What follows belongs to an exercise in optimizing a design on an open flow for small area; a production flow would make more cautious choices.
In this exercise RTL edits were held to simulation tests only and were not proved equivalent to the original.
Power figures rest on the tool's default switching activity, not on a simulated workload.

==> design/flow/design.v <==
module fanctl_add #(parameter W = 8) (
    input  wire [W-1:0] a,
    input  wire [W-1:0] b,
    input  wire         ci,
    output wire [W-1:0] s
);
    wire [W:0] c;
    assign c[0] = ci;
    genvar i;
    generate for (i = 0; i < W; i = i + 1) begin : g
        assign s[i]   = a[i] ^ b[i] ^ c[i];
        assign c[i+1] = (a[i] & b[i]) | (c[i] & (a[i] ^ b[i]));
    end endgenerate
endmodule
module fanctl (
    input  wire        clk,
    input  wire        rst,           
    input  wire        bus_wr,
    input  wire [2:0]  bus_addr,
    input  wire [31:0] bus_wdata,
    output reg  [31:0] bus_rdata,
    input  wire [7:0]  ticks,
    output wire        act_req,
    output wire [2:0]  act_op,
    output wire [5:0]  act_pin,
    output wire        act_val,
    input  wire        act_ack,
    input  wire        act_ok,
    input  wire [31:0] act_rdata,
    output reg         tr_set_valid,
    output wire [5:0]  tr_set_pin,
    output wire        tr_set_val,
    output reg         tr_dec_valid,
    output wire [3:0]  tr_dec_op,
    output wire [31:0] tr_dec_t,
    output reg  [3:0]  tr_dec_outcome,
    output wire [6:0]  tr_dec_perc,
    output wire        tr_dec_sleep
);
    localparam [2:0] ST_IDLE = 3'd0, ST_BUSY = 3'd1, ST_DONE = 3'd2,
                     ST_STOPPED = 3'd3, ST_FAULT = 3'd4;
    localparam [3:0] OP_FIXED = 4'h1, OP_HYST = 4'h2, OP_THERMO = 4'h3,
                     OP_RPIN = 4'h4, OP_RTEMP = 4'h5, OP_PULSE = 4'h6,
                     OP_STOP = 4'h7;
    localparam [3:0] F_NONE = 4'd0, F_SENSOR = 4'd1, F_OPEN = 4'd2,
                     F_CFG = 4'd3, F_IO = 4'd4, F_USAGE = 4'd5;
    localparam [3:0] O_SKIP = 4'd0, O_NONE = 4'd1, O_ON = 4'd2, O_OFF = 4'd3,
                     O_SLEEP = 4'd4, O_WAKE = 4'd5, O_INC = 4'd6,
                     O_DEC = 4'd7, O_HOLD = 4'd8;
    localparam [3:0] S_OPEN  = 4'b0000,
                     S_CFG   = 4'b0001,
                     S_SETH  = 4'b0010,    
                     S_GET   = 4'b0011,
                     S_CLOSE = 4'b0100,
                     S_BIND  = 4'b0101,
                     S_TREAD = 4'b0110,
                     S_SETL  = 4'b1010,    
                     S_SETV  = 4'b1011,    
                     S_WAITH = 4'b1000,
                     S_WAITL = 4'b1001,
                     S_WAITS = 4'b1100,    
                     S_IDLE  = 4'b1111;
    localparam [2:0] E_IDLE = 3'd0, E_SENSOR = 3'd1, E_OPEN = 3'd2, E_CFG = 3'd3,
                     E_IO = 3'd4, E_USAGE = 3'd5, E_DONE = 3'd6, E_STOPPED = 3'd7;
    localparam [31:0] INVALID = 32'hFFFFFC19;    
    reg [31:0] cmdlat;            
    reg        cv;                
    reg [2:0]  ctrl;              
    reg [31:0] temp;
    reg        tv;                
    reg [14:0] usec_c;            
    reg [2:0]  ecode;
    wire       e_ds  = ecode[2] & ecode[1];
    wire [2:0] state = busy ? ST_BUSY : (ecode == 3'd0) ? ST_IDLE :
                       e_ds ? {2'b01, ecode[0]} : ST_FAULT;
    wire [3:0] fcode = {1'b0, ecode & {3{!e_ds}}};
    reg        held, sbound, line, lvalid, sleep, rej;
    reg [6:0]  perc;
    reg [3:0]  seq;
    reg [1:0]  l_verb;
    reg        l_sfilt;
    reg        stopreq;
    reg [14:0] wr;
    reg [5:0]  wc;
    wire        busy   = (seq != S_IDLE);
    wire [3:0]  l_op   = cmdlat[3:0];
    wire [5:0]  l_pin  = cmdlat[9:4];
    wire [5:0]  f_fld  = cmdlat[15:10];
    wire [15:0] l_arg  = cmdlat[31:16];
    wire        setv   = wr[0];
    wire op_fixed  = (l_op[2:0] == 3'd1);
    wire op_hyst   = (l_op[2:0] == 3'd2);
    wire op_thermo = (l_op[2:0] == 3'd3);
    wire op_rpin   = (l_op[2:0] == 3'd4);
    wire op_pulse  = (l_op[2:0] == 3'd6);
    wire [17:0] u9;
    fanctl_add #(15) a_u9 (.a({3'd0, usec_c[14:3]}), .b(usec_c), .ci(1'b0), .s(u9[17:3]));
    assign u9[2:0] = usec_c[2:0];
    wire [18:0] u25;
    fanctl_add #(15) a_u25 (.a({1'b0, u9[17:4]}), .b(usec_c), .ci(1'b0), .s(u25[18:4]));
    assign u25[3:0] = u9[3:0];
    wire [20:0] usec = {u25, 2'b00};
    wire [31:0] status = {9'd0, perc, 3'd0, rej, fcode, sleep, lvalid, line,
                          sbound, held, state};
    always @(*) begin
        case (bus_addr)
            3'd0:    bus_rdata = cmdlat & {32{cv}};
            3'd1:    bus_rdata = status;
            3'd2:    bus_rdata = {29'd0, ctrl};
            3'd3:    bus_rdata = tv ? temp : INVALID;
            3'd4:    bus_rdata = {11'd0, usec};
            default: bus_rdata = 32'd0;
        endcase
    end
    wire cmd_wr   = bus_wr && (bus_addr == 3'd0);
    wire ctrl_wr  = bus_wr && (bus_addr == 3'd2);
    wire w_stop   = (bus_wdata[3:0] == OP_STOP);
    wire stop_now = stopreq | (cmd_wr && w_stop);
    wire acc      = cmd_wr && !busy && !w_stop;
    wire [3:0]  w_op   = bus_wdata[3:0];
    wire [5:0]  w_pin  = bus_wdata[9:4];
    wire [5:0]  w_freq = bus_wdata[15:10];
    wire [15:0] w_arg  = bus_wdata[31:16];
    reg w_valid;
    always @(*) begin
        case (w_op)
            OP_FIXED, OP_PULSE: w_valid = (w_pin <= 6'd53) && (w_freq <= 6'd50) && (w_arg <= 16'd100);
            OP_HYST:            w_valid = (w_pin <= 6'd53);
            OP_THERMO:          w_valid = (w_pin <= 6'd53) && (w_freq <= 6'd50);
            OP_RPIN:            w_valid = (w_pin <= 6'd53);
            OP_RTEMP:           w_valid = 1'b1;
            default:            w_valid = 1'b0;
        endcase
    end
    wire [13:0] qm =
        (f_fld == 6'd0) ? 14'd399 :
        (f_fld == 6'd1) ? 14'd9999 :
        (f_fld == 6'd2) ? 14'd4999 :
        (f_fld == 6'd3) ? 14'd3332 :
        (f_fld == 6'd4) ? 14'd2499 :
        (f_fld == 6'd5) ? 14'd1999 :
        (f_fld == 6'd6) ? 14'd1665 :
        (f_fld == 6'd7) ? 14'd1427 :
        (f_fld == 6'd8) ? 14'd1249 :
        (f_fld == 6'd9) ? 14'd1110 :
        (f_fld == 6'd10) ? 14'd999 :
        (f_fld == 6'd11) ? 14'd908 :
        (f_fld == 6'd12) ? 14'd832 :
        (f_fld == 6'd13) ? 14'd768 :
        (f_fld == 6'd14) ? 14'd713 :
        (f_fld == 6'd15) ? 14'd665 :
        (f_fld == 6'd16) ? 14'd624 :
        (f_fld == 6'd17) ? 14'd587 :
        (f_fld == 6'd18) ? 14'd554 :
        (f_fld == 6'd19) ? 14'd525 :
        (f_fld == 6'd20) ? 14'd499 :
        (f_fld == 6'd21) ? 14'd475 :
        (f_fld == 6'd22) ? 14'd453 :
        (f_fld == 6'd23) ? 14'd433 :
        (f_fld == 6'd24) ? 14'd415 :
        (f_fld == 6'd25) ? 14'd399 :
        (f_fld == 6'd26) ? 14'd383 :
        (f_fld == 6'd27) ? 14'd369 :
        (f_fld == 6'd28) ? 14'd356 :
        (f_fld == 6'd29) ? 14'd343 :
        (f_fld == 6'd30) ? 14'd332 :
        (f_fld == 6'd31) ? 14'd321 :
        (f_fld == 6'd32) ? 14'd311 :
        (f_fld == 6'd33) ? 14'd302 :
        (f_fld == 6'd34) ? 14'd293 :
        (f_fld == 6'd35) ? 14'd284 :
        (f_fld == 6'd36) ? 14'd276 :
        (f_fld == 6'd37) ? 14'd269 :
        (f_fld == 6'd38) ? 14'd262 :
        (f_fld == 6'd39) ? 14'd255 :
        (f_fld == 6'd40) ? 14'd249 :
        (f_fld == 6'd41) ? 14'd242 :
        (f_fld == 6'd42) ? 14'd237 :
        (f_fld == 6'd43) ? 14'd231 :
        (f_fld == 6'd44) ? 14'd226 :
        (f_fld == 6'd45) ? 14'd221 :
        (f_fld == 6'd46) ? 14'd216 :
        (f_fld == 6'd47) ? 14'd211 :
        (f_fld == 6'd48) ? 14'd207 :
        (f_fld == 6'd49) ? 14'd203 :
        14'd199;
    wire [6:0]  duty = op_thermo ? perc : l_arg[6:0];
    wire [14:0] usec_pulse;
    fanctl_add #(15) a_us (.a(usec_c), .b({1'b0, qm}), .ci(1'b1), .s(usec_pulse));
    wire        usec_ovf = (usec_pulse >= 15'd10000);        
    wire        in_wait = seq[3] && !seq[1];
    wire [14:0] wq1     = (seq == S_WAITS) ? 15'd19999 : {qm, 1'b1};
    wire [15:0] wx;      
    fanctl_add #(16) a_wx (.a({1'b0, wr}), .b(~{8'd0, ticks}), .ci(1'b1), .s(wx));
    wire        t_ge_r  = wx[15];                   
    wire        wdone   = t_ge_r && (wc == 6'd0);
    wire [14:0] wr_wrap;
    fanctl_add #(15) a_ww (.a(wq1), .b(wx[14:0]), .ci(1'b1), .s(wr_wrap));
    wire [31:0] rd   = act_rdata;
    wire [15:0] tgt  = l_arg;
    wire        d_sat = !((rd[31:25] == 7'b0000000) || (rd[31:25] == 7'b1111111));
    wire [16:0] dx;
    fanctl_add #(17) a_dx (.a(rd[26:10]), .b(~{tgt[15], tgt}), .ci(1'b1), .s(dx));
    wire [17:0] z3;
    assign z3[0] = tgt[0];
    fanctl_add #(17) a_z3 (.a({tgt[15], tgt}), .b({{2{tgt[15]}}, tgt[15:1]}), .ci(1'b0), .s(z3[17:1]));
    wire [23:0] da;
    fanctl_add #(24) a_da (.a({dx, rd[9:3]}), .b({{6{z3[17]}}, z3}), .ci(1'b0), .s(da));
    wire signed [23:0] sda = da;
    wire [2:0]  dr   = rd[2:0];
    wire        tneg = tgt[15];
    wire        tz   = (tgt == 16'd0);
    wire        c_lo    = d_sat ? rd[31]  : (sda < -24'sd625);                        
    wire        c_hi    = d_sat ? !rd[31] : !da[23];                                   
    wire        c_above = d_sat ? !rd[31] : (!da[23] && (da != 24'd0 || dr != 3'd0));  
    wire        c_inc   = d_sat ? !rd[31] : ((sda > 24'sd62) ||
                          (sda == 24'sd62 && dr >= (tneg ? 3'd5 : 3'd4)));            
    wire        c_dec   = d_sat ? rd[31]  : ((sda < -24'sd63) ||
                          (sda == -24'sd63 && dr < ((tneg | tz) ? 3'd5 : 3'd4)));     
    wire        th_skip = l_sfilt && (rd == INVALID);
    wire       ev_down = !c_inc || (perc == 7'd100);
    wire [6:0] perc_pm;
    fanctl_add #(7) a_pm (.a(perc), .b({{6{ev_down}}, 1'b1}), .ci(1'b0), .s(perc_pm));
    reg [3:0] ev_out;
    reg       ev_sleep;
    reg [6:0] ev_perc;
    always @(*) begin
        ev_sleep = sleep;
        ev_perc  = perc;
        if (th_skip) begin
            ev_out = O_SKIP;
        end else if (c_lo && !sleep) begin
            ev_sleep = 1'b1;
            ev_out   = O_SLEEP;
        end else if (c_hi && sleep) begin
            ev_sleep = 1'b0;
            ev_out   = O_WAKE;
        end else if (!sleep) begin
            if (c_inc && (perc != 7'd100)) begin
                ev_perc = perc_pm;
                ev_out  = O_INC;
            end else if (c_dec && (perc != 7'd0)) begin
                ev_perc = perc_pm;
                ev_out  = O_DEC;
            end else begin
                ev_out  = O_HOLD;
            end
        end else begin
            ev_out = O_NONE;
        end
    end
    assign act_req = !seq[3] || (seq[1] && !seq[2]);
    assign act_op  = seq[3] ? 3'd2 : seq[2:0];
    assign act_pin = l_pin;
    assign act_val = (seq == S_SETH) || ((seq == S_SETV) && setv);
    assign tr_set_pin   = l_pin;
    assign tr_set_val   = line;
    assign tr_dec_op    = l_op;
    assign tr_dec_t     = temp;
    assign tr_dec_perc  = perc;
    assign tr_dec_sleep = sleep;
    wire g = act_rdata[0];
    wire s_open  = (seq == S_OPEN);
    wire s_cfg   = (seq == S_CFG);
    wire s_seth  = (seq == S_SETH);
    wire s_get   = (seq == S_GET);
    wire s_close = (seq == S_CLOSE);
    wire s_bind  = (seq == S_BIND);
    wire s_tread = !seq[3] && seq[2] && seq[1];
    wire s_setl  = seq[3] && !seq[2] && seq[1] && !seq[0];
    wire s_setv  = seq[3] && !seq[2] && seq[1] && seq[0];
    wire s_waith = seq[3] && !seq[2] && !seq[1] && !seq[0];
    wire s_waitl = seq[3] && !seq[2] && !seq[1] && seq[0];
    wire s_waits = seq[3] && seq[2] && !seq[1];
    wire s_io    = s_seth || s_setl || s_setv || s_get;
    wire op_rtemp = (l_op[2:0] == 3'd5);
    wire ack  = act_req && act_ack;
    wire okk  = ack && act_ok;
    wire nok  = ack && !act_ok;
    wire tk   = in_wait && (ticks != 8'd0);
    wire wfin = tk && !stop_now && wdone;        
    wire wstep = tk && !stop_now && !wdone;      
    wire a0   = (l_arg[6:0] == 7'd0);
    wire a100 = (l_arg[6:0] == 7'd100);
    wire p0   = (perc == 7'd0);
    wire pe_s = okk && s_setl && op_pulse && a100;
    wire pe   = (wfin && s_waitl) || pe_s;
    wire get_set = op_hyst ? ((wr[1] && !g) || (wr[2] && g)) : (g == sleep);
    wire       evp100 = (ev_perc == 7'd100);
    wire       evp0   = (ev_perc == 7'd0);
    wire [3:0] th_next = (ev_sleep || evp100) ? S_GET : evp0 ? S_SETL : S_SETH;
    reg [3:0] g_lbl;
    always @(*) begin
        case (seq)
            S_OPEN:  g_lbl = op_rpin ? S_GET : S_CFG;
            S_CFG:   g_lbl = op_fixed ? ((a0 || a100) ? S_SETV : S_SETH) :
                             op_pulse ? (a0 ? S_SETL : S_SETH) :
                             op_hyst  ? S_BIND :       
                                        S_SETH;        
            S_SETH:  g_lbl = S_WAITH;
            S_SETL:  g_lbl = S_WAITL;
            S_SETV:  g_lbl = S_WAITS;
            S_GET:   g_lbl = get_set ? S_SETV : S_WAITS;
            S_BIND:  g_lbl = S_TREAD;
            S_TREAD: g_lbl = op_hyst ? (th_skip ? S_WAITS : S_GET) : th_next;
            S_WAITH: g_lbl = S_SETL;
            S_WAITS: g_lbl = S_TREAD;                  
            default: g_lbl = op_fixed ? S_SETH :
                             usec_ovf ? (sbound ? S_TREAD : S_BIND) :
                             p0 ? S_SETL : S_SETH;
        endcase
    end
    wire go = (okk && (s_open || s_cfg || s_seth || s_bind || (s_setl && !pe_s) ||
                       (s_setv && !op_fixed) || (s_get && !op_rpin))) ||
              (ack && s_tread && !op_rtemp) ||
              (pe && !op_pulse) ||
              (wfin && (s_waith || s_waits));
    wire t_done = (okk && ((s_setv && op_fixed) || (s_get && op_rpin))) ||
                  (ack && s_tread && op_rtemp) || (pe && op_pulse);
    wire t_io   = nok && s_io;
    wire t_sen  = nok && s_bind;
    wire t_cfg  = nok && s_cfg;
    wire t_opn  = nok && s_open;
    wire t_stop = (tk && stop_now) || (go && stop_now);
    wire t_do   = t_done || t_io || t_sen || t_cfg || t_opn || t_stop;
    wire t_h    = s_open ? act_ok : held;
    wire [2:0] t_e = {t_stop || t_done || t_io,
                      t_stop || t_done || t_cfg || t_opn,
                      t_stop || t_sen || t_cfg};
    wire [3:0] n_seq = t_do ? (t_h ? S_CLOSE : S_IDLE) :
                       go ? g_lbl :
                       (ack && s_close) ? S_IDLE : seq;
    wire go_on  = go && !stop_now;
    wire ld_h   = go_on && (g_lbl == S_WAITH);
    wire ld_l   = go_on && (g_lbl == S_WAITL);
    wire ld_s   = go_on && (g_lbl == S_WAITS);
    wire line_we   = ack && s_io;
    wire line_v    = act_ok && (s_seth || (s_setv && setv) || (s_get && g));
    wire lvalid_v  = act_ok;
    wire held_set  = okk && s_open;
    wire close_ack = ack && s_close;
    wire sbound_set = okk && s_bind;
    wire setv_v    = s_cfg ? l_arg[2] : op_hyst ? !g : !sleep;
    wire setv_we   = okk && (s_cfg || s_get);
    wire hyf_we    = ack && s_tread;
    wire temp_ld   = ack && s_tread;
    wire th_ld     = ack && s_tread && op_thermo;
    wire u_zero    = th_ld;
    wire u_sec     = wfin && s_waits && op_thermo;
    wire u_pulse   = pe && op_thermo;
    wire set_do    = okk && (s_seth || s_setl || s_setv);
    wire dec_do    = (ack && s_tread && (op_thermo || (op_hyst && th_skip))) ||
                     (okk && op_hyst && (s_setv || (s_get && !get_set)));
    wire [3:0] dec_out = s_tread ? ev_out : s_get ? O_NONE : {3'b001, !setv};
    wire pend_we = t_do && t_h;
    wire st_we   = t_do && !t_h;
    wire clr = rst || acc;
    always @(posedge clk) begin
        if (rst)          ctrl <= 3'b100;
        else if (ctrl_wr) ctrl <= bus_wdata[2:0];
        if (acc) cmdlat <= bus_wdata;
        if (rst)      cv <= 1'b0;
        else if (acc) cv <= 1'b1;
        if (acc) begin
            l_verb  <= ctrl[1:0];
            l_sfilt <= ctrl[2];
        end
        if (temp_ld) temp <= act_rdata;
        if (clr)          tv <= 1'b0;
        else if (temp_ld) tv <= 1'b1;
        if (clr || u_zero) usec_c <= 15'd0;
        else if (u_sec)    usec_c <= 15'd10000;
        else if (u_pulse)  usec_c <= usec_pulse;
        if (rst)            ecode <= E_IDLE;
        else if (acc)       ecode <= w_valid ? E_IDLE : E_USAGE;
        else if (st_we)     ecode <= t_e;
        else if (close_ack) ecode <= wr[2:0];
        if (rst)           seq <= S_IDLE;
        else if (acc)      seq <= !w_valid ? S_IDLE : (w_op == OP_RTEMP) ? S_BIND : S_OPEN;
        else               seq <= n_seq;
        if (clr || close_ack) held <= 1'b0;
        else if (held_set)    held <= 1'b1;
        if (clr)             sbound <= 1'b0;
        else if (sbound_set) sbound <= 1'b1;
        if (clr) begin
            line   <= 1'b0;
            lvalid <= 1'b0;
        end else if (line_we) begin
            line   <= line_v;
            lvalid <= lvalid_v;
        end
        if (clr) begin
            sleep <= 1'b0;
            perc  <= (rst || w_op != OP_THERMO) ? 7'd0 : 7'd50;
        end else if (th_ld) begin
            sleep <= ev_sleep;
            perc  <= ev_perc;
        end
        if (clr)                     rej <= 1'b0;
        else if (cmd_wr && !w_stop)  rej <= 1'b1;
        if (acc)                     stopreq <= 1'b0;
        else if (cmd_wr && w_stop)   stopreq <= 1'b1;
        if (pend_we)
            wr[2:0] <= t_e;
        else if (wstep)
            wr <= t_ge_r ? wr_wrap : wx[14:0];
        else if (ld_h || ld_l)
            wr <= duty[0] ? {1'b0, qm} : {qm, 1'b1};
        else if (ld_s)
            wr <= 15'd19999;
        else begin
            if (setv_we) wr[0] <= setv_v;
            if (hyf_we)  wr[2:1] <= {c_lo, c_above};
        end
        if (wstep) begin
            if (t_ge_r) wc <= wc - 6'd1;
        end else if (ld_h)
            wc <= duty[6:1] - {5'd0, !duty[0]};
        else if (ld_l)
            wc <= 6'd49 - duty[6:1];
        else if (ld_s)
            wc <= 6'd49;
        tr_set_valid   <= !rst && set_do && l_verb[1];
        tr_dec_valid   <= !rst && dec_do && (l_verb != 2'd0);
        tr_dec_outcome <= dec_out;
    end
endmodule
==> design/flow/flow/run.sh <==
#!/bin/bash
# Own layout flow: the standard flow (standard.sh) with two changes:
#  - ABC maps the synthesised logic with an area-oriented script (flow/abc_area.script)
#    in place of ORFS's abc_area.script; everything else in synthesis is unchanged;
#  - the port buffers that placement inserts are the smallest buffer (buf_1), and
#    synthesis adds no buffers of its own between registers and ports (placement buffers
#    every port anyway);
#  - clock tree synthesis builds fewer, larger leaf clusters and adds no dummy loads.
# Each tool's output is kept in the ORFS logs under orfs/logs; standard.sh's own output
# goes to standard.log in this folder.
set -euo pipefail
W=$(pwd)
rm -rf "$W/scripts_own"
cp -r "$FLOW_HOME/scripts" "$W/scripts_own"
cp "$W/flow/abc_area.script" "$W/scripts_own/abc_area.script"
export SCRIPTS_DIR="$W/scripts_own"
export BUFFER_PORTS_ARGS="-buffer_cell sky130_fd_sc_hd__buf_1"
export SYNTH_INSBUF=0
# clock tree: clkbuf_8 clusters of up to 30 registers, no dummy balancing loads
export CTS_ARGS="-sink_clustering_enable -repair_clock_nets -dont_use_dummy_load -buf_list sky130_fd_sc_hd__clkbuf_16 -sink_clustering_size 50 -sink_clustering_max_diameter 400"
bash "$W/standard.sh" > "$W/standard.log" 2>&1
==> design/flow/flow/abc_area.script <==
strash
&get -n
&st
&dch
&nf -R 1000
&put
strash
&get -n
&st
&dch
&nf -R 1000
&put
strash
&get -n
&st
&dch
&nf -R 1000
&put
strash
&get -n
&st
&dch
&nf -R 1000
&put
strash
&get -n
&st
&dch
&nf -R 1000
&put
topo
==> design/flow/standard.sh <==
#!/bin/bash
# synth_recipe.tcl (not shown) runs the flow's synth.tcl, then flattens the netlist and writes it again
# the make line also repeats each setting of config.mk as NAME=value (left out here)
make -C /OpenROAD-flow-scripts/flow DESIGN_CONFIG=/design/flow/config.mk WORK_HOME=/design/flow/orfs CLKGATE_MAP_FILE= SYNTH_SCRIPT=/design/flow/synth_recipe.tcl "${@:-finish}"
==> design/flow/config.mk <==
export PLATFORM = sky130hd
export DESIGN_NAME = fanctl
export DESIGN_NICKNAME = fanctl
export VERILOG_FILES = /design/flow/design.v
export SDC_FILE = /design/flow/constraint.sdc
export NUM_CORES = 4
export LEC_CHECK = 0
export ABC_AREA = 1
export CAP_MARGIN = 20
export CORE_MARGIN = 2
export CORE_UTILIZATION = 50
export CTS_BUF_LIST = sky130_fd_sc_hd__clkbuf_8
export PLACE_DENSITY = 0.6
export SLEW_MARGIN = 20
==> design/flow/constraint.sdc <==
create_clock -name core_clock -period 50.0 [get_ports {clk}]
set_input_delay 10.0000 -clock core_clock [delete_from_list [all_inputs] [get_ports {clk}]]
set_output_delay 10.0000 -clock core_clock [all_outputs]
set_load 0.01 [all_outputs]
==> results.tsv, run 1 <==
metric	value	unit
Net count, final	1602	
GRT Total Usage	33.5	%
via count	10100	
main area contributors after synthesis	edfxtp_1 26%, fa_1 21%, dfxtp_1 7.4%	
Tmin final	22.49	ns
CP Capture Type	register	
Post-synth top flop	edfxtp_1	
First-pass DRT Iterations	6	
hold crit path type	register to register	
Yosys reg bits	135	
area grow syn2layout	14.5	%
Die H	151	um
clock sinks	135	
CTS tree	done	
vias in the first global route	9596	
Async SR Flop Fraction	0	%
overall power	0.297	mW
Final ANT Viol Nets	0	
R2R Path Start	cmdlat[16]$_DFFE_PP_	
final setup vio count	0	
crit path kind	input port to register	
Worst EP arrival	22.85	ns
later-pin clock latency in the skew report	0.43	ns
post-synth top area cell	edfxtp_1	
htree depth	4	
CP startpoint kind	input port	
Setup crit start	act_rdata[3]	
Detailed Place HPWL	29700	um
final std cells w/o fill	1653	
Ys Warns	1	
Post-Syn Area	10900	um2
outcome	complete, no violations	
unrepaired setup endpoints after global routing	false	
Chip Width	151	um
# fillers	1986	
Clock Path Buffers	2	
first-pass GRT wire length	56400	um
share of cells above drive strength 1	2.62	%
slowest stage delay, CP	0.47	ns
WP data required	50.36	ns
Worst path slowest cell	fa_1	
utilization after layout	58.9	%
Synth Net Count	1389	
pwr/cell area	23.8	nW/um2
Worst Tran Pin Value	0.978	ns
final hold vios	0	
Slew headroom	34.1	%
commonest cells in the netlist	158 x nand2_1, 139 x clkinv_1, 112 x fa_1, 104 x nor2_1, 95 x edfxtp_1	
initial antenna violation count	3	
DR DRC count	0	
clk root buf	clkbuf_16	
CTS buffer count	17	
final hold slack	0.464	ns
worst-path fanout max	6	
most used cell, CP	fa_1	
final critical-path share of the clock period	45.0	%
IO buf count	179	
syn_area_per_cell	9.33	um2
Max Fclk	44.5	MHz
Final Skew	0.0218	ns
Yosys top cell area share	26.2	%
Hold Crit Start	cv$_SDFFE_PP0P_	
largest net degree at the start of global routing	36	
global route total overflow	0	
Final Max Slew Viols	0	
routed vias/inst	6.12	
Max VDD drop	19.4	uV
register area share after synthesis	33.6	%
Post-CTS Setup Bufs	0	
Routed wire per std cell	22.7	um
top-count cell post-synth	nand2_1	
Yosys cell types	57	
final RePlAce weighted congestion	1.01	
Pleak	4.41	nW
Clk pin slew, worst setup/hold paths	0.07	ns
DR iter-0 viols	1014	
Initial Utilization	51.4	%
max-capacitance violation count	0	
Ports	180	
Reg2Reg Setup Slack	35.44	ns
CTS resizes	0	
FP Rows	53	
routed wire length	37500	um
setup TNS	0	ns
placed cells	1634	
Core Footprint	21200	um2
die outline area	22900	um2
Post-synth EDFFs	95	
Mapped Cells	1165	
Post-CTS Hold Fix Bufs	0	
==> state kept, by name, summed over array words and instances, names as in the netlist, 3 cells and up <==
signal,cells
perc,7
ctrl,3
ecode,3
tr_dec_outcome,4
wr,15
temp,32
usec_c,15
wc,6
seq,4
cmdlat,32
==> area by class of cell <==
| class | instances | area (um2) | area share [%] |
|---|---|---|---|
| Multi-Input combinational cell | 891 | 6720 | 53.9 |
| Sequential cell | 135 | 3650 | 29.3 |
| Timing Repair Buffer | 194 | 785 | 6.30 |
| Inverter | 139 | 522 | 4.19 |
| Clock buffer | 17 | 425 | 3.42 |
| Tap cell | 275 | 344 | 2.76 |
| Antenna cell | 2 | 5.00 | 0.0402 |
==> power by group <==
group	switching [mW]	total, mW	internal [mW]
clock	0.0448	0.104	0.0588
sequential	0.00553	0.130	0.124
combinational	0.0404	0.0636	0.0232
==> worst paths after layout <==
check	to	cells after the start
max	seq[3]$_SDFFE_PP1P_	44
min	cv$_SDFFE_PP0P_	2
max reg2reg	seq[3]$_SDFFE_PP1P_	45
min reg2reg	cv$_SDFFE_PP0P_	2
==> stage by stage <==
stage	setup slack (ns)	cell area, um2
after floorplan	28.00	10900
after global placement	27.43	12000
after detailed placement	27.20	12000
after CTS	27.61	12400
after global routing	26.82	12500
final	27.51	12500
==> worst max-delay path: cells and delay by family <==
family,cells,cell delay [ns]
mux,1,0.35
simple gates,6,0.82
buf+inv,4,0.51
compound gates,6,0.94
fa+ha+maj,27,10.22
==> layer usage <==
metal | vias up | track usage, % | routed length (um)
met5 | - | 0 | 13
met4 | 2 | 9.67 | 931
met3 | 67 | 9.10 | 4070
met2 | 584 | 50.3 | 16500
met1 | 4867 | 47.9 | 15900
li1 | 4593 | - | -
==> logic make-up (layout without fill, tap and decap cells) <==
group,Yosys count,after routing,synth area share (%)
AO/OA/AOI/OAI,262,262,15.2
XOR/XNOR,17,17,1.37
adder cells (fa/ha/maj),144,144,24.3
buffers and inverters,139,350,4.80
flip-flops,135,135,33.6
multiplexers,14,14,1.36
other,0,2,0
AND/OR/NAND/NOR,454,454,19.4
==> cell usage in the layout, fill, tap and decap left out, types with 6 or more instances in the layout <==
cell       count
nand4_1       18
or3_1          8
nor4_1        18
buf_1        179
and3_1         7
nand2b_1      11
and2_0         8
dfxtp_1       40
mux2_1         6
clkinv_1     139
edfxtp_1      95
nor3_1        42
a222oi_1      12
nor2_1       104
buf_4         15
xor2_1         9
o22ai_1       11
a21oi_1       63
clkbuf_16     17
nand2_1      158
o21ai_0       85
a211oi_1      12
a31oi_1       11
fa_1         112
a22oi_1       19
nor2b_1       12
mux2i_1        8
xnor2_1        8
ha_1          32
nand3_1       43
==> inputs of run 2 (changes only) <==
==> design/flow/flow/run.sh (replaced) <==
#!/bin/bash
# Own layout flow: the standard flow (standard.sh) with these changes:
#  - synthesis skips the quick ABC pass inside Yosys's synth command (-noabc), so the
#    ripple-carry adders of the RTL reach extract_fa intact and map to full-adder cells
#    without extra inverters;
#  - the final ABC maps the synthesised logic with an area-oriented script
#    (flow/abc_area.script) in place of ORFS's abc_area.script; everything else in
#    synthesis is unchanged;
#  - the port buffers that placement inserts are the smallest buffer (buf_1), and
#    synthesis adds no buffers of its own between registers and ports (placement buffers
#    every port anyway);
#  - clock tree synthesis builds fewer, larger leaf clusters and adds no dummy loads.
# Each tool's output is kept in the ORFS logs under orfs/logs; standard.sh's own output
# goes to standard.log in this folder.
set -euo pipefail
W=$(pwd)
rm -rf "$W/scripts_own"
cp -r "$FLOW_HOME/scripts" "$W/scripts_own"
cp "$W/flow/abc_area.script" "$W/scripts_own/abc_area.script"
export SCRIPTS_DIR="$W/scripts_own"
export BUFFER_PORTS_ARGS="-buffer_cell sky130_fd_sc_hd__buf_1"
export SYNTH_INSBUF=0
export SYNTH_ARGS="-noabc"
# clock tree: clkbuf_8 clusters of up to 30 registers, no dummy balancing loads
export CTS_ARGS="-sink_clustering_enable -repair_clock_nets -dont_use_dummy_load -buf_list sky130_fd_sc_hd__clkbuf_8 -sink_clustering_size 30 -sink_clustering_max_diameter 150"
bash "$W/standard.sh" > "$W/standard.log" 2>&1
==> run 2 against run 1 <==
  * Still clean
  * Sequential power is essentially flat
  * Total power shrank 6.1%
  * Worst setup slack lost 2.4 ns
  * Clock skew grew 0.0012 ns
  * Critical endpoint is now wc[5]$_DFFE_PP_
==> results.tsv, run 2 <==
metric	value	unit	change
post-synth top area cell	edfxtp_1		unchanged
register area share after synthesis	34.1	%	was 33.6%
Net count, final	1578		was 1,602
CP Capture Type	register		unchanged
Worst path top cell family by delay	adder cells		unchanged
pwr/cell area	23.0	nW/um2	was 23.8 nW/um2
routed vias/inst	6.09		was 6.12
Async SR Flop Fraction	0	%	unchanged
setup TNS	0	ns	unchanged
GRT Total Usage	33.6	%	was 33.5%
outcome	complete, no violations		unchanged
Die H	150	um	was 151 um
Synth Net Count	1365		was 1,389
Pleak	4.47	nW	was 4.41 nW
via count	9891		was 10,100
Reg2Reg Setup Slack	33.74	ns	was 35.44 ns
Clk pin slew, worst setup/hold paths	0.07	ns	about the same
CP startpoint kind	input port		unchanged
Max Fclk	40.1	MHz	was 44.5 MHz
Core Footprint	21000	um2	was 21,200 um2
WP data required	50.13	ns	was 50.36 ns
Clock Path Buffers	2		unchanged
later-pin clock latency in the skew report	0.46	ns	was 0.43 ns
Initial Utilization	50.9	%	was 51.4%
hold crit path type	register to register		unchanged
FF/Latch Area	3650	um2	unchanged
# fillers	1937		was 1,986
main area contributors after synthesis	edfxtp_1 27%, fa_1 21%, dfxtp_1 7.5%		was edfxtp_1 26%, fa_1 21%, dfxtp_1 7.4%
Chip Width	150	um	was 151 um
clock sinks	135		unchanged
final critical-path share of the clock period	49.8	%	was 45.0%
slowest stage delay, CP	0.72	ns	was 0.47 ns
Post-CTS Setup Bufs	0		unchanged
FP Rows	53		unchanged
Worst path slowest cell	o31ai_4		was fa_1
biggest regs	cmdlat: 32 flops, temp: 32 flops		unchanged
Final Skew	0.0231	ns	was 0.0218 ns
CTS resizes	0		unchanged
DR DRC count	0		unchanged
Yosys top cell area share	26.6	%	was 26.2%
unrepaired setup endpoints after global routing	false		unchanged
routed wire length	37300	um	was 37,500 um
commonest non-fill, non-tap cell in the layout	buf_1		unchanged
Yosys cell types	54		was 57
placed cells	1607		was 1,634
htree depth	4		unchanged
Post-Syn Area	10700	um2	was 10,900 um2
commonest cells in the netlist	145 x nand2_1, 136 x nor2_1, 112 x fa_1, 98 x clkinv_1, 95 x edfxtp_1		was 158 x nand2_1, 139 x clkinv_1, 112 x fa_1, 104 x nor2_1, 95 x edfxtp_1
R2R Path Start	cmdlat[17]$_DFFE_PP_		was cmdlat[16]$_DFFE_PP_
IO buf count	179		unchanged
crit path kind	input port to register		unchanged
Post-synth top flop	edfxtp_1		unchanged
Post-CTS Hold Fix Bufs	0		unchanged
area occupied by multi-input gates	6720	um2	about the same
FF-to-FF path depth	40		was 45
area grow syn2layout	13.0	%	was 14.5%
Final Max Slew Viols	0		unchanged
top-count cell post-synth	nand2_1		unchanged
Slew headroom	23.1	%	was 34.1%
worst-path fanout max	17		was 6
die outline area	22600	um2	was 22,900 um2
final RePlAce weighted congestion	1.03		was 1.01
Post-synth EDFFs	95		unchanged
FF-to-FF End	wc[5]$_DFFE_PP_		was seq[3]$_SDFFE_PP1P_
Worst Tran Pin Value	1.15	ns	was 0.978 ns
initial antenna violation count	1		was 3
DR iter-0 viols	1095		was 1,014
clk root buf	clkbuf_8		was clkbuf_16
Yosys reg bits	135		unchanged
global route total overflow	0		unchanged
CP Buf/Inv Count	3		was 4
n_diodes	0		was 2
largest net degree at the start of global routing	44		was 36
Routed wire per std cell	23.0	um	was 22.7 um
Worst Hold End	cv$_SDFFE_PP0P_		unchanged
commonest cells after routing, fill and taps aside	179 x buf_1, 145 x nand2_1, 136 x nor2_1, 112 x fa_1, 98 x clkinv_1		was 179 x buf_1, 158 x nand2_1, 139 x clkinv_1, 112 x fa_1, 104 x nor2_1
share of cells above drive strength 1	2.74	%	was 2.62%
Tmin final	24.91	ns	was 22.49 ns
CTS tree	done		unchanged
Worst EP arrival	25.04	ns	was 22.85 ns
max-capacitance violation count	0		unchanged
vias in the first global route	9299		was 9,596
final setup vio count	0		unchanged
First-pass DRT Iterations	6		unchanged
Final ANT Viol Nets	0		unchanged
Ys Warns	1		unchanged
Hold Crit Start	cv$_SDFFE_PP0P_		unchanged
most used cell, CP	fa_1		unchanged
Min-Delay Path Depth	2		unchanged
final hold vios	0		unchanged
Max VDD drop	19.6	uV	was 19.4 uV
syn_area_per_cell	9.41	um2	was 9.33 um2
CTS buffer count	17		unchanged
Ports	180		unchanged
first-pass GRT wire length	55700	um	was 56,400 um
final std cells w/o fill	1624		was 1,653
Mapped Cells	1138		was 1,165
Detailed Place HPWL	29600	um	was 29,700 um
[run 2: final cells by class]
type                    count  share of cell area, %
multi-input cells         905                   55.5
flip-flops and latches    135                   30.2
repair buffers            194                   6.48
inverters                  98                   3.04
well taps                 275                   2.84
clock buffers              17                   1.93
[run 2: layer usage]
metal  vias to the layer above  wire length [um]  global-route usage, %  share of wire [%]
li1                       4500                 -                      -                  -
met1                      4749             16000                   48.4                 43
met2                       580             16800                   51.6                 45
met3                        60              3610                   6.45                9.7
met4                         2               864                   9.95                2.3
met5                         -                14                      0              0.038
[run 2: worst register-to-register path, delay by kind of cell (launching register included)]
kind            cells  cell delay (ns)
simple gates        4             0.74
xor+xnor            3             0.67
flops               1             0.53
fa+ha+maj          28            12.36
compound gates      5             1.67
[run 2: worst max path at each step]
stage / from / to / slack [ns] / cells after the start
after global placement: act_rdata[3] / wc[2]$_DFFE_PP_ / 24.75 / 43
after floorplan: act_rdata[3] / wc[0]$_DFFE_PP_ / 24.98 / 42
final: act_rdata[3] / wc[5]$_DFFE_PP_ / 25.09 / 43
after detailed placement: act_rdata[3] / wc[1]$_DFFE_PP_ / 24.63 / 43
after CTS: act_rdata[3] / wc[5]$_DFFE_PP_ / 25.06 / 43
after global routing: act_rdata[3] / wc[5]$_DFFE_PP_ / 24.41 / 43
[run 2: metrics by stage]
step                      area (um2)  power [mW]  setup WS [ns]  utilization (%)  hold WS (ns)
after CTS                      12100       0.279          25.06             57.6         0.463
final                          12100       0.279          25.09             57.6         0.463
after detailed placement       11900       0.209          24.63             56.5         0.448
after global placement         11900       0.207          24.75             56.5         0.442
after floorplan                10700       0.181          24.98                -         0.428
after global routing           12100       0.293          24.41             57.6         0.479
[run 2: kinds of logic (layout without fill, tap and decap cells)]
group / after synthesis / in the layout / synth area share [%]
AOI/OAI and AO/OA: 267 / 267 / 15.2
xor gates and xnor gates: 18 / 18 / 1.47
adders and majority gates: 147 / 147 / 25.0
buffers and inverters: 98 / 309 / 3.43
DFF: 135 / 135 / 34.1
muxes: 8 / 8 / 0.759
and+or+nand+nor: 465 / 465 / 20.0
[run 2: where the power goes]
part	switching (mW)	total [mW]	leakage, nW	internal, mW
clock network	0.0413	0.0713	0.122	0.0300
registers	0.00684	0.133	1.18	0.126
logic	0.0475	0.0749	3.17	0.0274
==> inputs of run 3 (changes only) <==
--- a/design/flow/design.v
+++ b/design/flow/design.v
@@ -65,5 +65,4 @@
     localparam [31:0] INVALID = 32'hFFFFFC19;    
     reg [31:0] cmdlat;            
-    reg        cv;                
     reg [2:0]  ctrl;              
     reg [31:0] temp;
@@ -74,10 +73,11 @@
     wire [2:0] state = busy ? ST_BUSY : (ecode == 3'd0) ? ST_IDLE :
                        e_ds ? {2'b01, ecode[0]} : ST_FAULT;
-    wire [3:0] fcode = {1'b0, ecode & {3{!e_ds}}};
+    wire [3:0] fcode = {1'b0, ecode & {3{!e_ds && !busy}}};
+    wire [1:0] l_verb  = ecode[1:0];
+    wire       l_sfilt = ecode[2];
+    wire       cv    = busy || (ecode != 3'd0);
     reg        held, sbound, line, lvalid, sleep, rej;
     reg [6:0]  perc;
     reg [3:0]  seq;
-    reg [1:0]  l_verb;
-    reg        l_sfilt;
     reg        stopreq;
     reg [14:0] wr;
@@ -360,10 +360,4 @@
         else if (ctrl_wr) ctrl <= bus_wdata[2:0];
         if (acc) cmdlat <= bus_wdata;
-        if (rst)      cv <= 1'b0;
-        else if (acc) cv <= 1'b1;
-        if (acc) begin
-            l_verb  <= ctrl[1:0];
-            l_sfilt <= ctrl[2];
-        end
         if (temp_ld) temp <= act_rdata;
         if (clr)          tv <= 1'b0;
@@ -373,5 +367,5 @@
         else if (u_pulse)  usec_c <= usec_pulse;
         if (rst)            ecode <= E_IDLE;
-        else if (acc)       ecode <= w_valid ? E_IDLE : E_USAGE;
+        else if (acc)       ecode <= w_valid ? ctrl : E_USAGE;
         else if (st_we)     ecode <= t_e;
         else if (close_ack) ecode <= wr[2:0];
--- a/design/flow/flow/run.sh
+++ b/design/flow/flow/run.sh
@@ -5,6 +5,7 @@
 #    without extra inverters;
 #  - the final ABC maps the synthesised logic with an area-oriented script
-#    (flow/abc_area.script) in place of ORFS's abc_area.script; everything else in
-#    synthesis is unchanged;
+#    (flow/abc_area.script: a time-bounded &deepsyn, then three rounds of choice
+#    computation and area mapping) in place of ORFS's abc_area.script; everything
+#    else in synthesis is unchanged;
 #  - the port buffers that placement inserts are the smallest buffer (buf_1), and
 #    synthesis adds no buffers of its own between registers and ports (placement buffers
==> design/flow/flow/abc_area.script (replaced) <==
strash
&get -n
&deepsyn -T 60
&nf -R 1000
&put
strash
&get -n
&st
&dch
&nf -R 1000
&put
strash
&get -n
&st
&dch
&nf -R 1000
&put
topo
--- a/design/flow/config.mk
+++ b/design/flow/config.mk
@@ -9,6 +9,6 @@
 export CAP_MARGIN = 20
 export CORE_MARGIN = 2
-export CORE_UTILIZATION = 50
+export CORE_UTILIZATION = 65
 export CTS_BUF_LIST = sky130_fd_sc_hd__clkbuf_8
-export PLACE_DENSITY = 0.6
+export PLACE_DENSITY = 0.75
 export SLEW_MARGIN = 20
==> run 3 against run 2 <==
  * Still clean
  * Hold slack gained 0.019 ns
  * Design area shrank 4.1%
  * First-iteration DRC count increased by 16%
  * Global-route usage up 7.9 points
  * Clock skew grew 0.0083 ns
  * Worst setup slack worse by 0.22 ns
  * Register-to-register slack worse by 0.23 ns
  * Synthesized cell count down 7.6%
  * Via count shrank 2.3%
  * Die area shrank 25%
  * Cell count is 9.2% lower
  * Critical path type unchanged
==> results.tsv, run 3 <==
metric	value	unit	change
outcome	complete, no violations		unchanged
most used cell, CP	fa_1		unchanged
n_diodes	0		unchanged
Max Fclk	39.8	MHz	was 40.1 MHz
Async SR Flop Fraction	0	%	unchanged
crit path kind	input port to register		unchanged
DR iter-0 viols	1268		was 1,095
share of cells above drive strength 1	2.78	%	was 2.74%
global route total overflow	0		unchanged
first-pass GRT wire length	51600	um	was 55,700 um
Die H	130	um	was 150 um
Worst path slowest cell	fa_1		was o31ai_4
Final Skew	0.0314	ns	was 0.0231 ns
unrepaired setup endpoints after global routing	false		unchanged
CP Buf/Inv Count	5		was 3
register area share after synthesis	34.3	%	was 34.1%
initial antenna violation count	0		was 1
Worst EP arrival	25.24	ns	was 25.04 ns
Net count, final	1487		was 1,578
area grow syn2layout	12.6	%	was 13.0%
syn_area_per_cell	9.82	um2	was 9.41 um2
commonest non-fill, non-tap cell in the layout	buf_1		unchanged
largest net degree at the start of global routing	33		was 44
Ports	180		unchanged
Mapped Cells	1051		was 1,138
Initial Utilization	65.7	%	was 50.9%
Clk pin slew, worst setup/hold paths	0.07	ns	about the same
Routed wire per std cell	23.0	um	about the same
CTS tree	done		unchanged
Ys Warns	1		unchanged
main area contributors after synthesis	edfxtp_1 27%, fa_1 22%, dfxtp_1 7.6%		was edfxtp_1 27%, fa_1 21%, dfxtp_1 7.5%
GRT Total Usage	41.5	%	was 33.6%
Slew headroom	22.9	%	was 23.1%
Detailed Place HPWL	26700	um	was 29,600 um
htree depth	4		unchanged
top-count cell post-synth	nand2_1		unchanged
R2R Path Start	cmdlat[17]$_DFFE_PP_		unchanged
routed vias/inst	6.55		was 6.09
First-pass DRT Iterations	7		was 6
CP Capture Type	register		unchanged
Synth Net Count	1278		was 1,365
worst-path fanout max	15		was 17
Yosys cell types	55		was 54
commonest cells in the netlist	134 x nand2_1, 112 x fa_1, 105 x clkinv_1, 98 x nor2_1, 92 x edfxtp_1		was 145 x nand2_1, 136 x nor2_1, 112 x fa_1, 98 x clkinv_1, 95 x edfxtp_1
Post-synth top flop	edfxtp_1		unchanged
later-pin clock latency in the skew report	0.47	ns	was 0.46 ns
biggest regs	cmdlat: 32 flops, temp: 32 flops		unchanged
Post-CTS Setup Bufs	0		unchanged
final critical-path share of the clock period	50.3	%	was 49.8%
commonest cells after routing, fill and taps aside	179 x buf_1, 134 x nand2_1, 112 x fa_1, 105 x clkinv_1, 98 x nor2_1		was 179 x buf_1, 145 x nand2_1, 136 x nor2_1, 112 x fa_1, 98 x clkinv_1
Pleak	4.30	nW	was 4.47 nW
Hold Crit Start	ctrl[2]$_SDFFE_PP1P_		was cv$_SDFFE_PP0P_
FF-to-FF path depth	44		was 40
Final ANT Viol Nets	0		unchanged
FF-to-FF End	wc[0]$_DFFE_PP_		was wc[5]$_DFFE_PP_
Reg2Reg Setup Slack	33.51	ns	was 33.74 ns
Yosys reg bits	131		was 135
Yosys top cell area share	26.8	%	was 26.6%
Chip Width	130	um	was 150 um
overall power	0.271	mW	was 0.279 mW
CTS buffer count	17		unchanged
FP Rows	46		was 53
max-capacitance violation count	0		unchanged
Worst Hold End	ctrl[2]$_SDFFE_PP1P_		was cv$_SDFFE_PP0P_
Worst Tran Pin Value	1.15	ns	about the same
dpl ws	24.43	ns	was 24.63 ns
Clock Path Buffers	2		unchanged
WP depth	47		was 43
CP startpoint kind	input port		unchanged
IO buf count	179		unchanged
slowest stage delay, CP	0.49	ns	was 0.72 ns
Worst path top cell family by delay	adder cells		unchanged
hold crit path type	register to register		unchanged
vias in the first global route	9363		was 9,299
clock sinks	131		was 135
via count	9662		was 9,891
setup ws final	24.87	ns	was 25.09 ns
final hold vios	0		unchanged
Max VDD drop	26.3	uV	was 19.6 uV
pwr/cell area	23.3	nW/um2	was 23.0 nW/um2
Core Footprint	15700	um2	was 21,000 um2
Min-Delay Path Depth	2		unchanged
WP data required	50.10	ns	was 50.13 ns
Post-synth EDFFs	92		was 95
setup TNS	0	ns	unchanged
final setup vio count	0		unchanged
Tmin final	25.13	ns	was 24.91 ns
DR DRC count	0		unchanged
routed wire length	34000	um	was 37,300 um
Final Max Slew Viols	0		unchanged
Post-Syn Area	10300	um2	was 10,700 um2
final RePlAce weighted congestion	1.03		about the same
CTS resizes	0		unchanged
post-synth top area cell	edfxtp_1		unchanged
die outline area	16900	um2	was 22,600 um2
clk root buf	clkbuf_8		unchanged
Post-CTS Hold Fix Bufs	0		unchanged
-- run 3: changes by cell type in the layout (fill, tap and decap cells not counted), moves of 5 or more --
cell,change
a21oi_1,-29
a222oi_1,+5
a22o_1,+17
and2_0,-5
clkinv_1,+7
mux2i_1,-5
nand2_1,-11
nand3_1,-13
nor2_1,-38
o21ai_0,-30
o22ai_1,+6
-- run 3: kinds of logic (layout without fill, tap and decap cells) --
| kind of cell | after synthesis | count (layout) | share of synthesized area [%] |
|---|---|---|---|
| XOR/XNOR | 19 | 19 | 1.61 |
| buffers and inverters | 105 | 312 | 3.82 |
| flip-flops | 131 | 131 | 34.3 |
| AO/OA/AOI/OAI | 242 | 242 | 15.6 |
| AND/OR/NAND/NOR | 404 | 404 | 18.4 |
| multiplexers | 3 | 3 | 0.303 |
| adder cells (fa/ha/maj) | 147 | 147 | 26.0 |
-- run 3: layer usage --
| layer | global-route usage, % | up-vias | share of wire (%) |
|---|---|---|---|
| met1 | 55.1 | 4616 | 38 |
| met4 | 16.4 | 0 | 4.2 |
| li1 | - | 4203 | - |
| met3 | 12.5 | 119 | 13 |
| met5 | 0 | - | 0 |
| met2 | 64.7 | 724 | 45 |
-- run 3: worst min-delay path, delay by kind of cell (launching register included) --
kind / cells / cell delay [ns]
compound gates: 1 / 0.06
buf+inv: 1 / 0.06
flops: 1 / 0.31
-- run 3: metrics by stage --
step,hold slack (ns),utilization [%],instances,instance area [um2]
2_1_floorplan,0.433,-,1051,10300
3_3_place_gp,0.465,72.3,1457,11400
3_5_place_dp,0.475,72.4,1457,11400
4_1_cts,0.481,73.9,1474,11600
5_1_grt,0.502,73.9,1474,11600
6_report,0.482,73.9,1474,11600
-- run 3: layout make-up --
| type | count | area, um2 |
|---|---|---|
| tap | 216 | 270 |
| clock buffer | 17 | 234 |
| multi-input combinational | 815 | 6420 |
| fill | 1195 | 4100 |
| sequential | 131 | 3540 |
| inverter | 105 | 394 |
| timing repair buffer | 190 | 754 |
-- run 3: worst max path at each step --
stage | startpoint | end | slack, ns
6_report | act_rdata[3] | wc[0]$_DFFE_PP_ | 24.87
2_1_floorplan | act_rdata[3] | wc[0]$_DFFE_PP_ | 24.65
3_5_place_dp | act_rdata[3] | wc[3]$_DFFE_PP_ | 24.43
4_1_cts | act_rdata[3] | wc[1]$_DFFE_PP_ | 24.88
5_1_grt | act_rdata[3] | wc[0]$_DFFE_PP_ | 24.08
3_3_place_gp | act_rdata[3] | wc[3]$_DFFE_PP_ | 24.82
-- run 3: where the power goes --
group	switching (mW)	internal, mW
registers	0.00730	0.121
clock network	0.0386	0.0299
logic	0.0467	0.0268
total	0.0926	0.178
==> inputs of run 4 (changes only) <==
--- a/design/flow/config.mk
+++ b/design/flow/config.mk
@@ -9,6 +9,6 @@
 export CAP_MARGIN = 20
 export CORE_MARGIN = 2
-export CORE_UTILIZATION = 65
+export CORE_UTILIZATION = 50
 export CTS_BUF_LIST = sky130_fd_sc_hd__clkbuf_8
-export PLACE_DENSITY = 0.75
+export PLACE_DENSITY = 0.6
 export SLEW_MARGIN = 20
==> run 4 against run 3 <==
  * Register-to-register slack better by 0.06 ns
  * Global-route usage down 9.2 points
  * Synthesized area down 0.36%
  * Sequential cell count unchanged
  * Sequential share of layout area up 0.079 points
  * Design area down 0.26%
  * First-iteration DRC count down 15%
  * Die area up 29%
  * Utilization down 17 points
  * Fmax up 0.36%
==> results.tsv, run 4 <==
metric	value	unit	change
final setup vio count	0		unchanged
switch share	33.8	%	was 34.2%
GRT Total Usage	32.3	%	was 41.5%
Final Max Slew Viols	0		unchanged
Ys Warns	1		unchanged
CP Capture Type	register		unchanged
Max VDD drop	17.1	uV	was 26.3 uV
share of power burned in registers	48.1	%	was 47.5%
Post-CTS Setup Bufs	0		unchanged
design area	11600	um2	about the same
part of the power in the clock network	25.1	%	was 25.3%
CTS buffer count	17		unchanged
most used cell, CP	fa_1		unchanged
Core Footprint	20200	um2	was 15,700 um2
FP Rows	52		was 46
Yosys reg bits	131		unchanged
n_diodes	0		unchanged
max-capacitance violation count	0		unchanged
internal power	0.178	mW	about the same
Tmin final	25.04	ns	was 25.13 ns
Post-synth EDFFs	92		unchanged
CP startpoint kind	input port		unchanged
Ports	180		unchanged
final hold vios	0		unchanged
placed cell area	11300	um2	was 11,400 um2
CTS resizes	0		unchanged
outcome	complete, no violations		unchanged
Worst EP arrival	25.22	ns	was 25.24 ns
global route total overflow	0		unchanged
Clk pin slew, worst setup/hold paths	0.06	ns	was 0.07 ns
later-pin clock latency in the skew report	0.46	ns	was 0.47 ns
met2 Resource Use GR	52.0	%	was 64.7%
Max Fclk	39.9	MHz	was 39.8 MHz
final RePlAce weighted congestion	1.00		was 1.03
Final Skew	0.0289	ns	was 0.0314 ns
Pleak	4.24	nW	was 4.30 nW
Detailed Place HPWL	27700	um	was 26,700 um
commonest non-fill, non-tap cell in the layout	buf_1		unchanged
Yosys cell types	57		was 55
DR iter-0 viols	1081		was 1,268
DR DRC count	0		unchanged
Async SR Flop Fraction	0	%	unchanged
post-synth top area cell	edfxtp_1		unchanged
GRT Max-Usage Layer	met2		unchanged
initial antenna violation count	0		unchanged
biggest regs	cmdlat: 32 flops, temp: 32 flops		unchanged
Initial Utilization	50.8	%	was 65.7%
crit path kind	input port to register		unchanged
placed cells	1503		was 1,457
Synth Net Count	1275		was 1,278
clock sinks	131		unchanged
CTS tree	done		unchanged
GRT met1 Usage	43.1	%	was 55.1%
commonest cells in the netlist	129 x nand2_1, 112 x fa_1, 110 x clkinv_1, 99 x nor2_1, 92 x edfxtp_1		was 134 x nand2_1, 112 x fa_1, 105 x clkinv_1, 98 x nor2_1, 92 x edfxtp_1
unrepaired setup endpoints after global routing	false		unchanged
Slew headroom	25.1	%	was 22.9%
Worst path slowest cell	a2111oi_0		was fa_1
switching power	0.0908	mW	was 0.0926 mW
Yosys top cell area share	26.9	%	was 26.8%
routed vias/inst	6.13		was 6.55
share of cells above drive strength 1	2.00	%	was 2.78%
pwr/cell area	23.2	nW/um2	was 23.3 nW/um2
WP data required	50.18	ns	was 50.10 ns
Post-CTS Hold Fix Bufs	0		unchanged
largest net degree at the start of global routing	37		was 33
commonest cells after routing, fill and taps aside	179 x buf_1, 129 x nand2_1, 112 x fa_1, 110 x clkinv_1, 99 x nor2_1		was 179 x buf_1, 134 x nand2_1, 112 x fa_1, 105 x clkinv_1, 98 x nor2_1
GR Util met3	6.64	%	was 12.5%
Chip Width	147	um	was 130 um
clk root buf	clkbuf_8		unchanged
routed wire length	34500	um	was 34,000 um
via count	9317		was 9,662
final std cells w/o fill	1520		was 1,474
First-pass DRT Iterations	6		was 7
utilization after layout	57.2	%	was 73.9%
overall power	0.269	mW	was 0.271 mW
Final ANT Viol Nets	0		unchanged
area grow syn2layout	12.7	%	was 12.6%
setup TNS	0	ns	unchanged
die outline area	21700	um2	was 16,900 um2
worst-path fanout max	15		unchanged
first-pass GRT wire length	52500	um	was 51,600 um
final critical-path share of the clock period	50.1	%	was 50.3%
slowest stage delay, CP	0.59	ns	was 0.49 ns
syn_area_per_cell	9.81	um2	was 9.82 um2
hold crit path type	register to register		unchanged
# fillers	1870		was 1,195
Clock Path Buffers	2		unchanged
main area contributors after synthesis	edfxtp_1 27%, fa_1 22%, dfxtp_1 7.6%		unchanged
Worst Tran Pin Value	1.11	ns	was 1.15 ns
vias in the first global route	9005		was 9,363
Mapped Cells	1048		was 1,051
Post-synth top flop	edfxtp_1		unchanged
combinational power share	26.7	%	was 27.1%
register area share after synthesis	34.5	%	was 34.3%
Die H	147	um	was 130 um
htree depth	4		unchanged
Post-Syn Area	10300	um2	about the same
top-count cell post-synth	nand2_1		unchanged
Routed wire per std cell	22.7	um	was 23.0 um
Net count, final	1479		was 1,487
IO buf count	179		unchanged
## run 4: cells by family after synthesis
family	count (synthesis)	share of synthesized area [%]
simple gates	390	17.9
compound gates	252	16.0
fa+ha+maj	147	26.1
flops	131	34.5
buf+inv	110	4.02
xor+xnor	17	1.45
mux	1	0.0974
## run 4: worst max-delay path: cells and delay by family
family	cells	cell delay, ns
AOI/OAI and AO/OA	4	1.00
adders and majority gates	28	11.75
buffers and inverters	3	0.27
xor gates and xnor gates	4	0.69
and+or+nand+nor	6	1.49
## run 4: cell type report
class                      count  area [um2]  share of cell area (%)
timing repair buffer         185         717                    6.19
multi-input combinational    807        6340                    54.7
clock buffer                  17         234                    2.02
sequential                   131        3540                    30.6
tap                          270         338                    2.92
inverter                     110         413                    3.56
## run 4: path summary, 6_finish.rpt
| check | startpoint | end | slack (ns) | cells after the start |
|---|---|---|---|---|
| setup reg to reg | cmdlat[17]$_DFFE_PP_ | wr[0]$_DFFE_PP_ | 33.57 | 42 |
| hold reg to reg | ctrl[2]$_SDFFE_PP1P_ | ctrl[2]$_SDFFE_PP1P_ | 0.51 | 2 |
| hold / removal | ctrl[2]$_SDFFE_PP1P_ | ctrl[2]$_SDFFE_PP1P_ | 0.51 | 2 |
| setup / recovery | act_rdata[3] | wr[0]$_DFFE_PP_ | 24.96 | 45 |
## run 4: metrics by stage
step | hold WS (ns) | setup WS, ns
after global routing | 0.537 | 24.23
after CTS | 0.512 | 25.05
after global placement | 0.495 | 24.67
final | 0.505 | 24.96
after detailed placement | 0.499 | 24.56
after floorplan | 0.441 | 25.74
## run 4: per-layer routing
metal	vias up	routed length (um)
met5	-	0
met3	108	2990
met1	4499	13700
li1	4197	-
met4	0	1620
met2	513	16100
## run 4: power groups by stage
stage	Clock [mW]	Combinational [mW]	Sequential [mW]
6_report	0.0675	0.0718	0.129
4_1_cts	0.0686	0.0706	0.129
3_3_place_gp	0	0.0697	0.131
5_1_grt	0.0723	0.0796	0.130
2_1_floorplan	0	0.0449	0.130
3_5_place_dp	0	0.0701	0.131
==> inputs of run 5 (changes only) <==
--- a/design/flow/design.v
+++ b/design/flow/design.v
@@ -287,6 +287,11 @@
     wire pe   = (wfin && s_waitl) || pe_s;
     wire get_set = op_hyst ? ((wr[1] && !g) || (wr[2] && g)) : (g == sleep);
-    wire       evp100 = (ev_perc == 7'd100);
-    wire       evp0   = (ev_perc == 7'd0);
+    wire       p99    = (perc == 7'd99);
+    wire       p100   = (perc == 7'd100);
+    wire       p1     = (perc == 7'd1);
+    wire       ev_inc = (ev_out == O_INC);
+    wire       ev_dec = (ev_out == O_DEC);
+    wire       evp100 = (ev_inc && p99) || (p100 && !ev_dec);
+    wire       evp0   = (ev_dec && p1) || (p0 && !ev_inc);
     wire [3:0] th_next = (ev_sleep || evp100) ? S_GET : evp0 ? S_SETL : S_SETH;
     reg [3:0] g_lbl;
==> run 5 against run 4 <==
  * Design area up 0.51%
  * Critical path depth down 7
  * Non-clock buffer count up 4
  * First-iteration DRC count down 10%
  * Largest cell class unchanged
  * Largest power group unchanged
==> results.tsv, run 5 <==
metric	value	unit	change
Synth Net Count	1267		was 1,275
top-count cell post-synth	fa_1		was nand2_1
share of power burned in registers	47.8	%	was 48.1%
final RePlAce weighted congestion	1.03		was 1.00
Worst EP arrival	23.79	ns	was 25.22 ns
switching power	0.0931	mW	was 0.0908 mW
Post-CTS Hold Fix Bufs	0		unchanged
part of the power in the clock network	25.6	%	was 25.1%
largest net degree at the start of global routing	36		was 37
Mapped Cells	1040		was 1,048
Die H	148	um	was 147 um
DR iter-0 viols	970		was 1,081
commonest cells after routing, fill and taps aside	179 x buf_1, 112 x fa_1, 108 x nand2_1, 107 x clkinv_1, 105 x nor2_1		was 179 x buf_1, 129 x nand2_1, 112 x fa_1, 110 x clkinv_1, 99 x nor2_1
Worst path slowest cell	a211oi_1		was a2111oi_0
worst-path fanout max	6		was 15
final critical-path share of the clock period	47.1	%	was 50.1%
commonest non-fill, non-tap cell in the layout	buf_1		unchanged
via count	9215		was 9,317
register area share after synthesis	34.4	%	was 34.5%
later-pin clock latency in the skew report	0.49	ns	was 0.46 ns
Post-synth EDFFs	92		unchanged
combinational power share	26.6	%	was 26.7%
Chip Width	148	um	was 147 um
Routed wire per std cell	23.0	um	was 22.7 um
setup TNS	0	ns	unchanged
commonest cells in the netlist	112 x fa_1, 108 x nand2_1, 107 x clkinv_1, 105 x nor2_1, 92 x edfxtp_1		was 129 x nand2_1, 112 x fa_1, 110 x clkinv_1, 99 x nor2_1, 92 x edfxtp_1
final hold vios	0		unchanged
unrepaired setup endpoints after global routing	false		unchanged
routed wire length	34900	um	was 34,500 um
Post-CTS Setup Bufs	0		unchanged
Post-Syn Area	10300	um2	about the same
Final Skew	0.0410	ns	was 0.0289 ns
clock sinks	131		unchanged
hold crit path type	register to register		unchanged
CTS resizes	0		unchanged
Tmin final	23.54	ns	was 25.04 ns
slowest stage delay, CP	0.59	ns	about the same
biggest regs	cmdlat: 32 flops, temp: 32 flops		unchanged
syn_area_per_cell	9.90	um2	was 9.81 um2
Final Max Slew Viols	0		unchanged
Pleak	4.23	nW	was 4.24 nW
routed vias/inst	6.08		was 6.13
switch share	34.3	%	was 33.8%
pwr/cell area	23.3	nW/um2	was 23.2 nW/um2
clk root buf	clkbuf_8		unchanged
internal power	0.179	mW	was 0.178 mW
Ys Warns	1		unchanged
Clock Path Buffers	2		unchanged
die outline area	21800	um2	was 21,700 um2
IO buf count	179		unchanged
Max VDD drop	15.7	uV	was 17.1 uV
area grow syn2layout	13.0	%	was 12.7%
Yosys reg bits	131		unchanged
first-pass GRT wire length	53300	um	was 52,500 um
Ports	180		unchanged
Yosys cell types	56		was 57
outcome	complete, no violations		unchanged
CP startpoint kind	input port		unchanged
post-synth top area cell	edfxtp_1		unchanged
CTS tree	done		unchanged
DR DRC count	0		unchanged
htree depth	4		unchanged
vias in the first global route	9057		was 9,005
Initial Utilization	50.9	%	was 50.8%
WP data required	50.25	ns	was 50.18 ns
max-capacitance violation count	0		unchanged
Slew headroom	31.8	%	was 25.1%
most used cell, CP	fa_1		unchanged
Worst Tran Pin Value	1.02	ns	was 1.11 ns
GRT Total Usage	32.7	%	was 32.3%
Final ANT Viol Nets	0		unchanged
CTS buffer count	17		unchanged
main area contributors after synthesis	edfxtp_1 27%, fa_1 22%, dfxtp_1 7.6%		unchanged
Net count, final	1475		was 1,479
First-pass DRT Iterations	8		was 6
CP Capture Type	register		unchanged
Worst path top cell family by delay	adder cells		unchanged
crit path kind	input port to register		unchanged
Clk pin slew, worst setup/hold paths	0.10	ns	was 0.06 ns
Async SR Flop Fraction	0	%	unchanged
share of cells above drive strength 1	2.57	%	was 2.00%
final setup vio count	0		unchanged
Post-synth top flop	edfxtp_1		unchanged
Max Fclk	42.5	MHz	was 39.9 MHz
Yosys top cell area share	26.8	%	was 26.9%
initial antenna violation count	0		unchanged
FP Rows	52		unchanged
overall power	0.272	mW	was 0.269 mW
global route total overflow	0		unchanged
n_diodes	0		unchanged
CP Buf/Inv Count	4		was 3
Detailed Place HPWL	28000	um	was 27,700 um
Core Footprint	20200	um2	unchanged
==> run 5: cell count changes after synthesis, moves of 6 or more <==
cell,before,now
a211oi_1,7,14
a22oi_1,17,10
nand2_1,129,108
nand2b_1,11,23
nor2_1,99,105
nor2b_1,12,23
nor3_1,26,33
o21ai_0,75,60
==> run 5: power by group through the flow <==
stage / combinational [mW] / sequential (mW) / clock [mW]
CTS: 0.0718 / 0.130 / 0.0698
finish: 0.0722 / 0.130 / 0.0697
global placement: 0.0706 / 0.132 / 0
global route: 0.0804 / 0.130 / 0.0737
detailed placement: 0.0715 / 0.132 / 0
floorplan: 0.0443 / 0.131 / 0
==> run 5: layout make-up <==
cell class / instances / area [um2]
repair buffers: 189 / 747
fillers: 1908 / 8590
flip-flops and latches: 131 / 3540
clock buffers: 17 / 234
multi-input cells: 802 / 6380
well taps: 270 / 338
inverters: 107 / 402
==> run 5: per-layer routing <==
layer,global-route usage [%],up-vias,share of wire [%]
met4,13.8,0,4.6
met1,43.1,4514,40
met5,0,-,0
met3,5.12,94,7.4
met2,54.0,453,48
li1,-,4154,-
==> run 5: path summary, 6_finish.rpt <==
kind	start	endpoint	slack, ns	depth (start not counted)
hold reg to reg	ctrl[2]$_SDFFE_PP1P_	ctrl[2]$_SDFFE_PP1P_	0.50	2
setup reg to reg	cmdlat[16]$_DFFE_PP_	perc[6]$_SDFFCE_PP0P_	35.04	35
hold / removal	ctrl[2]$_SDFFE_PP1P_	ctrl[2]$_SDFFE_PP1P_	0.50	2
setup / recovery	act_rdata[3]	perc[6]$_SDFFCE_PP0P_	26.46	38
==> run 5: cells by family (layout without fill, tap and decap cells) <==
group | count (synthesis) | after routing | share of synthesized area [%]
multiplexers | 2 | 2 | 0.194
adder cells (fa/ha/maj) | 147 | 147 | 26.0
buffers and inverters | 107 | 313 | 3.90
AND/OR/NAND/NOR | 399 | 399 | 18.7
flip-flops | 131 | 131 | 34.4
XOR/XNOR | 16 | 16 | 1.36
AO/OA/AOI/OAI | 238 | 238 | 15.4
==> run 5: per-stage QoR <==
step	setup slack [ns]	hold slack, ns	std cells	utilization, %	instance area (um2)
floorplan	26.83	0.433	1040	-	10300
global placement	26.14	0.478	1498	56.3	11400
detailed placement	25.89	0.487	1498	56.3	11400
CTS	26.39	0.497	1515	57.5	11600
global route	25.66	0.532	1516	57.5	11600
finish	26.46	0.495	1516	57.5	11600
==> run 5: worst register-to-register path, delay by kind of cell (launching register included) <==
kind | cells | cell delay, ns
AO/OA/AOI/OAI | 5 | 1.21
XOR/XNOR | 1 | 0.14
adder cells (fa/ha/maj) | 28 | 12.40
buffers and inverters | 1 | 0.44
flip-flops | 1 | 0.57

==> re-timing with driven ports <==
Ports are ideal in the flow. The routed layouts listed here were re-timed in OpenROAD.
Step 1, drivers: a clkbuf_16 drives clk and a buf_2 each remaining input, both assumed.
Step 2, shift: input delay + t, output delay - t, t = (earliest + latest rising clock arrival at the registers) / 2. This alone moves slack from input paths to output paths.
Slacks: ideal / step 1 / step 2; pairs: ideal / step 1.
| run | t (ns) | slack for setup (ns) | pins driven straight from the clock port |
|---|---|---|---|
| run 1 | 0.472 | 27.509 / 27.540 / 27.068 | 1 |
| run 2 | 0.494 | 25.091 / 25.115 / 24.621 | 1 |
| run 3 | 0.493 | 24.869 / 24.886 / 24.392 | 1 |
| run 4 | 0.489 | 24.960 / 24.983 / 24.494 | 1 |
| run 5 | 0.508 | 26.463 / 26.481 / 25.973 | 1 |
After both steps setup and hold are still met in every run listed. The setup slack of run 5, which loses most, moves by +0.018 ns with the drivers and by -0.490 ns with both steps.
